Context: an optimization exercise on an open-source flow, tuned for a short achievable clock period and few clock cycles. The choices shown serve that exercise and are no tape-out recipe. In this exercise RTL edits were held to simulation tests only and were not proved equivalent to the original. Power and IR drop assume default switching activity.

==> flow/design.v <==
module easy8_core (
    input  wire       clk,
    input  wire       rst_n,
    input  wire       cmd_valid,
    input  wire [2:0] cmd_op,
    input  wire [7:0] cmd_addr,
    input  wire [7:0] cmd_data,
    output wire       cmd_ready,
    output reg        rsp_valid,
    output reg  [7:0] rsp_data,
    output reg        out_valid,
    output wire [7:0] out_data,
    output wire       in_req,
    output wire [1:0] status,
    input  wire       tick
);
    localparam [2:0] CMD_READREG = 3'd0,
                     CMD_CLEAR   = 3'd1,
                     CMD_APPEND  = 3'd2,
                     CMD_WRITE   = 3'd3,
                     CMD_READ    = 3'd4,
                     CMD_RUN     = 3'd5,
                     CMD_STOP    = 3'd6,
                     CMD_DELIVER = 3'd7;
    localparam [1:0] ES_STOPPED  = 2'd0,
                     ES_RUNNING  = 2'd1,
                     ES_SLEEPING = 2'd2;
    localparam [7:0] OP_MOVEI = 8'd0,  OP_LOAD  = 8'd1,  OP_STORE = 8'd2,
                     OP_ADDI  = 8'd3,  OP_ADD   = 8'd4,  OP_SUBI  = 8'd5,
                     OP_SUB   = 8'd6,  OP_INC   = 8'd7,  OP_DEC   = 8'd8,
                     OP_CMPI  = 8'd9,  OP_CMP   = 8'd10, OP_JUMP  = 8'd11,
                     OP_JLESS = 8'd12, OP_JGT   = 8'd13, OP_JEQ   = 8'd14,
                     OP_PUSH  = 8'd15, OP_POP   = 8'd16, OP_CALL  = 8'd17,
                     OP_RET   = 8'd18, OP_IN    = 8'd19, OP_OUT   = 8'd20,
                     OP_STOP  = 8'd21, OP_SLEEP = 8'd22, OP_RAND  = 8'd23;
    localparam [1:0] PH_FETCH = 2'd0,
                     PH_OPND  = 2'd1,
                     PH_MEMRD = 2'd2,
                     PH_EXEC  = 2'd3;
    reg  [7:0]  mem [0:255];
    reg  [7:0]  ra, pc, sp, ret;
    reg         fz, fc, fn;
    reg  [1:0]  es;
    reg         inreq;
    reg         timed;
    reg  [17:0] wt;
    reg  [7:0]  outv;
    reg         outv_valid;
    reg  [7:0]  ap;
    reg  [7:0]  lfsr;
    reg  [1:0]  phase;
    reg  [7:0]  ir;
    reg  [7:0]  opnd;
    reg  [7:0]  mdr;
    assign cmd_ready = (phase == PH_FETCH);
    assign status    = es;
    assign in_req    = inreq;
    assign out_data  = outv;
    wire cmd_fire = cmd_valid && cmd_ready;
    function is_two_byte(input [7:0] op);
        case (op)
            OP_INC, OP_DEC, OP_PUSH, OP_POP, OP_RET, OP_STOP, OP_RAND: is_two_byte = 1'b0;
            default: is_two_byte = 1'b1;
        endcase
    endfunction
    function is_mem_read(input [7:0] op);
        is_mem_read = (op == OP_LOAD) || (op == OP_ADD) || (op == OP_SUB) || (op == OP_CMP);
    endfunction
    reg  [7:0] rd_addr;
    always @(*) begin
        if (phase == PH_FETCH && cmd_valid)
            rd_addr = cmd_addr;
        else if (phase == PH_FETCH)
            rd_addr = pc;
        else if (phase == PH_OPND)
            rd_addr = pc + 8'd1;
        else
            rd_addr = opnd;
    end
    wire [7:0] rd_data = mem[rd_addr];
    reg  [7:0] alu_b;
    reg        alu_sub;
    always @(*) begin
        case (ir)
            OP_ADDI, OP_SUBI, OP_CMPI: alu_b = opnd;
            OP_INC, OP_DEC:            alu_b = 8'd1;
            default:                   alu_b = mdr;
        endcase
        alu_sub = (ir == OP_SUBI) || (ir == OP_SUB) || (ir == OP_DEC) ||
                  (ir == OP_CMPI) || (ir == OP_CMP);
    end
    wire [7:0] alu_neg = ~alu_b + 8'd1;
    wire [8:0] alu_sum = {1'b0, ra} + {1'b0, alu_sub ? alu_neg : alu_b};
    wire [7:0] lfsr_next = lfsr[0] ? ((lfsr >> 1) ^ 8'hB8) : (lfsr >> 1);
    reg        mem_we;
    reg  [7:0] mem_wa;
    reg  [7:0] mem_wd;
    reg        mem_clear;
    always @(*) begin
        mem_we    = 1'b0;
        mem_wa    = 8'd0;
        mem_wd    = 8'd0;
        mem_clear = 1'b0;
        if (phase == PH_FETCH) begin
            if (cmd_fire && es == ES_STOPPED) begin
                case (cmd_op)
                    CMD_CLEAR:  mem_clear = 1'b1;
                    CMD_APPEND: begin mem_we = 1'b1; mem_wa = ap;       mem_wd = cmd_data; end
                    CMD_WRITE:  begin mem_we = 1'b1; mem_wa = cmd_addr; mem_wd = cmd_data; end
                    default: ;
                endcase
            end
        end else if (phase == PH_EXEC) begin
            case (ir)
                OP_STORE: begin mem_we = 1'b1; mem_wa = opnd; mem_wd = ra; end
                OP_PUSH:  begin mem_we = 1'b1; mem_wa = sp;   mem_wd = ra; end
                OP_POP:   if (sp < 8'd255) begin mem_we = 1'b1; mem_wa = sp + 8'd1; mem_wd = 8'd0; end
                default: ;
            endcase
        end
    end
    integer i;
    always @(posedge clk) begin
        if (mem_clear) begin
            for (i = 0; i < 256; i = i + 1)
                mem[i] <= 8'd0;
        end else if (mem_we) begin
            mem[mem_wa] <= mem_wd;
        end
    end
    always @(posedge clk) begin
        if (!rst_n) begin
            es         <= ES_STOPPED;
            inreq      <= 1'b0;
            timed      <= 1'b0;
            outv_valid <= 1'b0;
            phase      <= PH_FETCH;
            rsp_valid  <= 1'b0;
            out_valid  <= 1'b0;
        end else begin
            rsp_valid <= 1'b0;
            out_valid <= 1'b0;
            if (es == ES_SLEEPING && timed && tick && wt != 18'd0)
                wt <= wt - 18'd1;
            case (phase)
            PH_FETCH: begin
                if (cmd_valid) begin
                    case (cmd_op)
                    CMD_READREG: begin
                        rsp_valid <= 1'b1;
                        case (cmd_addr[2:0])
                            3'd0: rsp_data <= ra;
                            3'd1: rsp_data <= pc;
                            3'd2: rsp_data <= sp;
                            3'd3: rsp_data <= ret;
                            3'd4: rsp_data <= {5'd0, fn, fc, fz};
                            3'd5: rsp_data <= {4'd0, outv_valid, inreq, es};
                            3'd6: rsp_data <= outv;
                            default: rsp_data <= ap;
                        endcase
                    end
                    CMD_READ: begin
                        rsp_valid <= 1'b1;
                        rsp_data  <= rd_data;
                    end
                    CMD_CLEAR:  if (es == ES_STOPPED) ap <= 8'd0;
                    CMD_APPEND: if (es == ES_STOPPED) ap <= ap + 8'd1;
                    CMD_RUN: begin
                        es    <= ES_RUNNING;
                        inreq <= 1'b0;
                        timed <= 1'b0;
                        ra    <= 8'd0;
                        pc    <= 8'd0;
                        sp    <= 8'd255;
                        ret   <= 8'd0;
                        fz    <= 1'b0;
                        fc    <= 1'b0;
                        fn    <= 1'b0;
                        lfsr  <= 8'd1;
                    end
                    CMD_STOP: begin
                        es    <= ES_STOPPED;
                        inreq <= 1'b0;
                        timed <= 1'b0;
                    end
                    CMD_DELIVER: begin
                        if (inreq) begin
                            ra    <= cmd_data;
                            inreq <= 1'b0;
                            es    <= ES_RUNNING;
                        end
                    end
                    default: ;
                    endcase
                end else if (es == ES_RUNNING) begin
                    ir <= rd_data;
                    if (rd_data > OP_RAND)
                        es <= ES_STOPPED;               
                    else if (is_two_byte(rd_data))
                        phase <= PH_OPND;
                    else
                        phase <= PH_EXEC;
                end else if (es == ES_SLEEPING && timed && wt == 18'd0) begin
                    es    <= ES_RUNNING;                
                    timed <= 1'b0;
                end
            end
            PH_OPND: begin
                pc   <= pc + 8'd1;
                opnd <= rd_data;
                if (is_mem_read(ir))
                    phase <= PH_MEMRD;
                else
                    phase <= PH_EXEC;
            end
            PH_MEMRD: begin
                mdr   <= rd_data;
                phase <= PH_EXEC;
            end
            PH_EXEC: begin
                phase <= PH_FETCH;
                pc    <= pc + 8'd1;                    
                case (ir)
                OP_MOVEI: ra <= opnd;
                OP_LOAD:  ra <= mdr;
                OP_ADDI, OP_ADD, OP_SUBI, OP_SUB, OP_INC, OP_DEC: begin
                    ra <= alu_sum[7:0];
                    fz <= (alu_sum[7:0] == 8'd0);
                    fc <= alu_sum[8];
                    fn <= alu_sum[7];
                end
                OP_CMPI, OP_CMP: begin
                    fz <= (alu_sum[7:0] == 8'd0);
                    fc <= alu_sum[8];
                    fn <= alu_sum[7];
                end
                OP_JUMP:  pc <= opnd;
                OP_JLESS: if (fn)        pc <= opnd;
                OP_JGT:   if (!fn && !fz) pc <= opnd;
                OP_JEQ:   if (fz)        pc <= opnd;
                OP_PUSH:  sp <= sp - 8'd1;
                OP_POP:   if (sp < 8'd255) sp <= sp + 8'd1;
                OP_CALL: begin
                    ret <= pc;                         
                    pc  <= opnd;
                end
                OP_RET:   pc <= ret + 8'd1;
                OP_IN: begin
                    if (opnd == 8'd0) begin
                        es    <= ES_SLEEPING;
                        inreq <= 1'b1;
                        timed <= 1'b0;
                    end
                end
                OP_OUT: begin
                    if (opnd == 8'd1) begin
                        outv       <= ra;
                        outv_valid <= 1'b1;
                        out_valid  <= 1'b1;
                    end
                end
                OP_STOP: begin
                    es <= ES_STOPPED;
                    pc <= pc;                          
                end
                OP_SLEEP: begin
                    es    <= ES_SLEEPING;
                    timed <= 1'b1;
                    wt    <= opnd * 18'd1000;
                end
                OP_RAND: begin
                    lfsr <= lfsr_next;
                    ra   <= lfsr_next;
                end
                default: ;
                endcase
            end
            endcase
        end
    end
endmodule
==> flow/run.sh <==
#!/bin/bash
# synth_recipe.tcl (not shown) runs the flow's synth.tcl, then flattens the netlist and writes it again
# the make line also repeats each setting of config.mk as NAME=value (left out here)
make -C /OpenROAD-flow-scripts/flow DESIGN_CONFIG=/design/flow/config.mk WORK_HOME=/design/flow/orfs CLKGATE_MAP_FILE= SYNTH_SCRIPT=/design/flow/synth_recipe.tcl finish
==> flow/config.mk <==
export PLATFORM = sky130hd
export DESIGN_NAME = easy8_core
export DESIGN_NICKNAME = easy8_core
export VERILOG_FILES = /design/flow/design.v
export SDC_FILE = /design/flow/constraint.sdc
export NUM_CORES = 4
export LEC_CHECK = 0
export CAP_MARGIN = 20
export CORE_MARGIN = 2
export CORE_UTILIZATION = 40
export SLEW_MARGIN = 20
==> flow/constraint.sdc <==
create_clock -name core_clock -period 10.0 [get_ports {clk}]
set_input_delay 2.0000 -clock core_clock [delete_from_list [all_inputs] [get_ports {clk}]]
set_output_delay 2.0000 -clock core_clock [all_outputs]
set_load 0.01 [all_outputs]
==> run_results.csv, run 1 <==
group,metric,value,unit
finish,multi_input_area,33500,µm²
detailed_routing,ant_nets,0,
sta,worst_slew_pin_slew,1.28,ns
grt,grt_max_degree,140,
cts,cts_hold_buf,0,
sta,slew_headroom,14.6,%
grt,grt_pass1_wl,526,mm
setup_path,critPathArrivalTime,8.82,ns
logic_synthesis,synth_common_cells,"2174 x nor2_1, 2157 x edfxtp_1, 1755 x nand2_1",
logic_synthesis,synth_area_leader_cell,"edfxtp_1",
cts,post_cts_buffers,0,
sta,rsz0062_at_grt,"no",
detailed_routing,first_pass_iters,7,
detailed_routing,wl_per_cell,29.1,µm
detailed_routing,first_iter_violations,12900,
setup_path,cp_data_required_time,10.84,ns
logic_synthesis,yosys_warnings,1,
detailed_routing,vias,78600,
grt,antenna_found_initial,20,
setup_path,worstPathMaxFanout,58,
setup_path,crit_type,"primary input to flop",
floorplan,io_pins,45,
setup_path,crit_slowest_cell,"clkdlybuf4s50_1",
logic_synthesis,syn_avg_cell_area,10.8,µm²
sta,min_period,7.98,ns
logic_synthesis,synth_top_area_share,63.7,%
detailed_routing,viasPerCell,6.18,
setup_path,crit_buf_inv,4,
sta,timing.setup.tns,0,ns
logic_synthesis,synthArstFlopShare,0,%
cts,clkLatencyLatePin,0.91,ns
setup_path,cp-end-kind,"flop",
logic_synthesis,syn-num-nets,9498,
grt,grt_use_total,27.9,%
worst_hold_path,hp-class,"flop to flop",
setup_path,rrSetupSlack,2.82,ns
place,dp_hpwl,230,mm
cts,clk_pin_slew,0.06,ns
finish,syn2layout_area_growth,10.9,%
grt,grt_overflow,0,
logic_synthesis,syn_inst,9391,
outcome,run_status,"complete, no violations",
cts,numCtsBuffers,221,
power_and_ir_drop,cellLeakagePower,37.7,nW
logic_synthesis,synth_seq_area_share,63.9,%
place,dpl-instance-area,106000,µm²
logic_synthesis,synth_area_leaders,"edfxtp_1 64%, nor2_1 8.0%, nand2_1 6.5%",
setup_path,crit_cells,17,
finish,final_area,113000,µm²
setup_path,path_delay_family,"simple AND/OR/NAND/NOR gates",
sta,fmax,125,MHz
logic_synthesis,ys_ff_latch,2166,
floorplan,die_y,508,µm
cts,cts_tree,"yes",
sta,drv_slew,0,
finish,nets,9263,
setup_path,crit_end,"phase[1]$_SDFFE_PN0P_",
setup_path,path_cells,"clkdlybuf4s50_1 -> mux2_1 -> and2_1 -> buf_4 -> nor2_4 -> buf_4 -> nand2_1 -> a311oi_2 -> nor3_2 -> buf_4 -> or3_1 -> nor4_1 -> a41o_1 -> nand4_1 -> nand2b_1 -> o2111ai_1 -> o2111a_1",
logic_synthesis,syn-cell-area,102000,µm²
logic_synthesis,synth_most_common_cell,"nor2_1",
sta,whs,0.454,ns
cts,clock_sinks,2166,
detailed_routing,wl,369,mm
floorplan,die_x,508,µm
floorplan,die_area,258000,µm²
power_and_ir_drop,power_density,262,nW/µm²
floorplan,start_util,40.1,%
finish,drive_gt1_share,7.41,%
sta,hold_viol,0,
setup_path,regToRegStartpoint,"phase[1]$_SDFFE_PN0P_",
sta,finalCritPeriodShare,79.8,%
setup_path,r2r_end,"phase[1]$_SDFFE_PN0P_",
cts,clock-root-buffer,"clkbuf_16",
cts,htreeDepth,4,
place,place.gp.congestion,1.04,
setup_path,worst_path_most_repeated_cell,"buf_4",
logic_synthesis,yosysUniqueCellTypes,94,
worst_hold_path,min_from,"outv_valid$_SDFFE_PN0P_",
floorplan,rows,185,
power_and_ir_drop,ir_drop,0.224,mV
setup_path,crit_start,"cmd_valid",
logic_synthesis,synth_edf_count,2157,
finish,regArea,65000,µm²
finish,nFillCells,23400,
flow_run,cap_viol_max_count,0,
cts,ctsResizeCount,0,
floorplan,fp.coreArea,253000,µm²
place,io_buffers,44,
sta,skew,0.0450,ns
setup_path,start_kind,"primary input",
setup_path,rr_worst_depth,19,
logic_synthesis,ys.flop_type,"edfxtp_1",
cts,clockBufferDepth,3,
setup_path,slowest_delay,0.94,ns
detailed_routing,drc,0,
sta,setup_viol,0,
grt,grt_pass1_vias,73500,
-- layer usage --
layer / GRT usage (%) / share of wire (%) / vias to the layer above
li1: - / - / 33100
met1: 38.0 / 38 / 38900
met2: 41.8 / 44 / 5584
met4: 12.9 / 5.3 / 18
met3: 7.16 / 13 / 974
met5: 0.185 / 0.055 / -
-- cell families after synthesis --
group           count (synthesis)  share of synthesized area [%]
fa+ha+maj                      84                           1.20
buf+inv                       813                           3.54
simple gates                 4760                           19.3
xor+xnor                       73                          0.629
compound gates               1263                           8.71
flops                        2166                           63.9
mux                           232                           2.66
-- worst reg2reg max path: stages (launching register included) --
cell and delay [ns]:
dfxtp_1 0.34, inv_1 0.14, ha_1 0.87, nor2b_4 0.29
buf_4 0.43, o21ai_4 0.32, nand2_4 0.21, buf_12 0.38
buf_4 0.48, a211oi_1 0.16, a31oi_1 0.65, o22ai_1 0.20
a22o_1 0.27, a2111oi_1 0.82, buf_4 0.31, nand4_1 0.33
o2111ai_2 0.36, or2_1 0.17, a21oi_1 0.07, o2111a_1 0.26
-- per-stage QoR --
step	setup WS, ns	utilization (%)	std cells	total power [mW]
4_1_cts	2.38	44.5	12700	29.1
5_1_grt	2.11	44.5	12700	30.1
6_report	2.02	44.5	12700	29.5
3_3_place_gp	0.667	41.6	12300	20.9
3_5_place_dp	1.46	41.7	12300	20.9
2_1_floorplan	4.54	-	9391	16.5
-- cell usage in the layout, fill, tap and decap left out, types with 75 or more instances in the layout --
cell | netlist | layout
a311oi_1 | 88 | 86
a211oi_1 | 238 | 238
nand2_1 | 1755 | 1753
and3_1 | 260 | 260
nor3_1 | 87 | 84
buf_4 | 55 | 199
a31oi_1 | 184 | 184
nand3_1 | 276 | 275
a21oi_1 | 205 | 204
edfxtp_1 | 2157 | 2157
o21ai_0 | 116 | 116
nor2_1 | 2174 | 2153
o22ai_1 | 76 | 75
clkbuf_16 | 0 | 224
mux2i_1 | 181 | 180
-- where the power goes --
| group | total, mW | internal [mW] | switching (mW) |
|---|---|---|---|
| Clock | 8.32 | 4.65 | 3.67 |
| Combinational | 10.6 | 2.78 | 7.80 |
| Sequential | 10.6 | 10.4 | 0.178 |
| Total | 29.5 | 17.9 | 11.6 |
-- flip-flops by register name, indices dropped and copies added, names as in the netlist, 2 cells and up --
name      count
mem        2048
wt           18
ap            8
ir            8
lfsr          8
mdr           8
opnd          8
outv          8
pc            8
ra            8
ret           8
rsp_data      8
sp            8
es            2
phase         2
-- final cells by class --
cell class | instances | area share [%]
diodes | 9 | 0.0200
clock buffers | 262 | 5.10
clock inverters | 141 | 1.20
inverters | 75 | 0.250
multi-input cells | 6412 | 29.7
flip-flops and latches | 2166 | 57.6
well taps | 3366 | 3.74
repair buffers | 280 | 2.36
-- worst min-delay path by stage --
stage | depth (start not counted) | endpoint | slack, ns
5_1_grt | 1 | outv_valid$_SDFFE_PN0P_ | 0.49
3_3_place_gp | 1 | outv_valid$_SDFFE_PN0P_ | 0.43
6_report | 1 | outv_valid$_SDFFE_PN0P_ | 0.45
2_1_floorplan | 1 | outv_valid$_SDFFE_PN0P_ | 0.42
4_1_cts | 1 | outv_valid$_SDFFE_PN0P_ | 0.45
3_5_place_dp | 1 | outv_valid$_SDFFE_PN0P_ | 0.44
Testbench counts, summed over its fixed seeds: cycles 107,357.
==> run 2: changes to the inputs <==
--- a/flow/config.mk
+++ b/flow/config.mk
@@ -6,6 +6,9 @@
 export NUM_CORES = 4
 export LEC_CHECK = 0
+export ABC_CLOCK_PERIOD_IN_PS = 4000
 export CAP_MARGIN = 20
 export CORE_MARGIN = 2
 export CORE_UTILIZATION = 40
+export SETUP_SLACK_MARGIN = 5
 export SLEW_MARGIN = 20
+export TNS_END_PERCENT = 10
==> run 2 against run 1 <==
Net effect:
- first-iteration DRC count is 5.7% higher
- sequential share of layout area is 2.7 points lower
- still clean
- utilization is 2.2 points higher
- fmax is 45% higher
- clock-buffer cell count is 8 higher
- sequential power hardly changed
- cell area is 4.9% higher
- cell count is 1.9% higher
- flip-flop and latch count stayed put
- synthesized cell count stayed put
- hold slack better by 0.0012 ns
==> run_results.csv, run 2 <==
group,metric,value,unit
cts,clock_sinks,2166,
cts,clockBufferDepth,3,
sta,hold_viol,0,
setup_path,start_kind,"primary input",
outcome,run_status,"complete, no violations",
sta,skew,0.0473,ns
logic_synthesis,synth_edf_count,2157,
detailed_routing,first_iter_violations,13600,
logic_synthesis,synth_xor_area_share,0.629,%
detailed_routing,viasPerCell,6.28,
setup_path,worstPathMaxFanout,21,
logic_synthesis,synth-compound-area-share,8.71,%
finish,drive_gt1_share,11.7,%
grt,grt_pass1_wl,555,mm
floorplan,die_y,508,µm
flow_run,cap_viol_max_count,0,
logic_synthesis,syn_avg_cell_area,10.8,µm²
cts,htreeDepth,4,
grt,grt_pass1_vias,75600,
place,dp_hpwl,224,mm
setup_path,critPathArrivalTime,6.34,ns
grt,met1_usage,39.5,%
sta,fin_ws,4.51,ns
grt,grt_util_met3,8.27,%
setup_path,cp_data_required_time,10.85,ns
cts,cts_hold_buf,0,
finish,regMostFlops,"mem",
finish,syn2layout_area_growth,16.4,%
power_and_ir_drop,power_density,272,nW/µm²
floorplan,rows,185,
cts,cts_tree,"yes",
logic_synthesis,synth_top_area_share,63.7,%
floorplan,io_pins,45,
grt,grt_util_met2,43.5,%
sta,drv_slew,0,
power_and_ir_drop,ir_drop,0.196,mV
logic_synthesis,synthArstFlopShare,0,%
logic_synthesis,synth_area_leader_cell,"edfxtp_1",
setup_path,crit_buf_inv,4,
logic_synthesis,synth_top_family_by_area,"simple AND/OR/NAND/NOR gates",
finish,largest_reg_flops,2048,
setup_path,cp-end-kind,"flop",
setup_path,rrSetupSlack,4.54,ns
finish,finish.utilization,46.7,%
finish,final_common_cell,"edfxtp_1",
place,post-place-ws,1.25,ns
grt,grt_overflow,0,
logic_synthesis,syn-cell-area,102000,µm²
sta,timing.setup.tns,0,ns
logic_synthesis,synth_seq_area_share,63.9,%
sta,finalCritPeriodShare,54.9,%
worst_hold_path,hp-class,"flop to flop",
detailed_routing,first_pass_iters,10,
floorplan,fp.coreArea,253000,µm²
logic_synthesis,synth_area_leaders,"edfxtp_1 64%, nor2_1 8.0%, nand2_1 6.5%",
floorplan,die_x,508,µm
cts,clkLatencyLatePin,0.91,ns
logic_synthesis,muxShareOfSynthArea,2.66,%
sta,rsz0062_at_grt,"yes",
logic_synthesis,ys.flop_type,"edfxtp_1",
setup_path,path_cells,"dlygate4sd2_1 -> mux2i_1 -> a21oi_2 -> o21ai_2 -> buf_6 -> nor2_4 -> nand2_1 -> buf_4 -> a21oi_1 -> nor4_1 -> a31oi_1 -> a21oi_1 -> nand4_1 -> buf_4 -> nand2b_1 -> o2111ai_2 -> o2111a_1",
finish,multi_input_area,35100,µm²
finish,nets,9493,
cts,numCtsBuffers,219,
finish,top_regs,"mem (2048), wt (18)",
sta,min_period,5.49,ns
sta,fmax,182,MHz
floorplan,start_util,40.1,%
sta,setup_viol,0,
logic_synthesis,synth-simple-area-share,19.3,%
logic_synthesis,synth_most_common_cell,"nor2_1",
logic_synthesis,yosys_warnings,1,
sta,worst_slew_pin_slew,1.43,ns
detailed_routing,vias,81400,
logic_synthesis,syn-num-nets,9498,
setup_path,crit_slowest_cell,"nor4_1",
setup_path,crit_type,"primary input to flop",
grt,antenna_found_initial,18,
grt,grt_use_total,29.6,%
floorplan,die_area,258000,µm²
cts,clk_pin_slew,0.07,ns
detailed_routing,ant_nets,0,
finish,regArea,65000,µm²
logic_synthesis,synth_common_cells,"2174 x nor2_1, 2157 x edfxtp_1, 1755 x nand2_1",
sta,slew_headroom,4.78,%
logic_synthesis,synthAdderAreaFrac,1.20,%
cts,clock-root-buffer,"clkbuf_16",
detailed_routing,wl_per_cell,30.3,µm
setup_path,path_delay_family,"simple AND/OR/NAND/NOR gates",
power_and_ir_drop,cellLeakagePower,40.2,nW
finish,final_cell_mix,"2157 x edfxtp_1, 2147 x nor2_1, 1706 x nand2_1, 263 x nand3_1",
power_and_ir_drop,power,32.2,mW
logic_synthesis,ys_ff_latch,2166,
place,place.gp.congestion,0.959,
grt,busiest_layer,"met2",
logic_synthesis,syn_inst,9391,
setup_path,slowest_delay,0.72,ns
grt,grt_max_degree,155,
finish,nFillCells,23000,
detailed_routing,wl,392,mm
logic_synthesis,yosysUniqueCellTypes,94,
place,io_buffers,44,
detailed_routing,drc,0,
[run 2: cell counts after synthesis]
Identical to the previous run, type by type.
[run 2: where the power goes]
| group | internal [mW] | total [mW] | switching (mW) | leakage (nW) |
|---|---|---|---|---|
| Combinational | 4.38 | 13.4 | 9.03 | 16.9 |
| Sequential | 10.4 | 10.6 | 0.171 | 19.9 |
| Clock | 4.49 | 8.20 | 3.71 | 3.40 |
| Total | 19.3 | 32.2 | 12.9 | 40.2 |
[run 2: layout make-up]
| class | instances | area share, % |
|---|---|---|
| antenna | 14 | 0.0296 |
| sequential | 2166 | 54.9 |
| tap | 3366 | 3.56 |
| timing repair buffer | 505 | 5.71 |
| clock buffer | 270 | 4.81 |
| clock inverter | 142 | 1.09 |
| multi-input combinational | 6419 | 29.6 |
| inverter | 75 | 0.240 |
[run 2: worst paths after layout]
kind                                              start                 endpoint  cells past startpoint
worst max-delay path                        cmd_addr[4]    phase[1]$_SDFFE_PN0P_                     17
worst max register to register    phase[1]$_SDFFE_PN0P_    phase[1]$_SDFFE_PN0P_                     20
worst min-delay path            outv_valid$_SDFFE_PN0P_  outv_valid$_SDFFE_PN0P_                      1
worst min register to register  outv_valid$_SDFFE_PN0P_  outv_valid$_SDFFE_PN0P_                      1
[run 2: logic make-up after synthesis]
kind of cell               count (synthesis)
xor gates and xnor gates                  73
DFF                                     2166
adders and majority gates                 84
and+or+nand+nor                         4760
AOI/OAI and AO/OA                       1263
muxes                                    232
buffers and inverters                    813
[run 2: stage by stage]
step           instances  instance area (µm²)  hold WS (ns)
5_1_grt            12900               118000         0.472
2_1_floorplan       9391               102000         0.421
6_report           13000               118000         0.455
3_3_place_gp       12300               106000         0.435
3_5_place_dp       12300               106000         0.439
4_1_cts            12900               118000         0.453
[run 2: per-layer routing]
metal  share of wire [%]  up-vias  wire, µm
met5               0.012        -        49
met4                 6.6        8     25800
met3                  14     1195     55700
met2                  43     6354    169000
met1                  36    40200    142000
li1                    -    33700         -
[run 2: timing repair]
item                                    in CTS  in global routing
gates cloned                                49                  2
endpoints found under the setup margin    4134               2267
buffers inserted                           170                 26
gates resized for setup                    396                101
pin swaps                                   81                 43

## separate check: timing with driven ports
No port has a modelled driver above. Below, the same layouts with a new extraction and two added sets of constraints.
Step 1: set_driving_cell puts a clkbuf_16 on clk and a buf_2 on each other input, an assumption about the parent block.
Step 2 times the ports against the registers' clock, not the clock port: input delays grow and output delays shrink by t, the midpoint of the rising clock arrivals with the driver on.
Slacks: ideal / step 1 / step 2; pairs: ideal / step 1.
| run | t (ns) | slack for setup (ns) | latest minus earliest clock arrival (ns) | slew at the worst register clock pin (ns) | worst data-port slew with drivers (ns) |
|---|---|---|---|---|---|
| run 1 | 0.980 | 2.021 / 2.078 / 1.098 | 0.052 / 0.053 | 0.07 / 0.07 | 0.04 |
| run 2 | 0.978 | 4.508 / 4.544 / 3.589 | 0.064 / 0.064 | 0.07 / 0.07 | 0.06 |
After both steps every run listed still meets setup and hold. The setup slack of run 1, which loses most, moves by +0.057 ns with the drivers and by -0.923 ns with both steps.
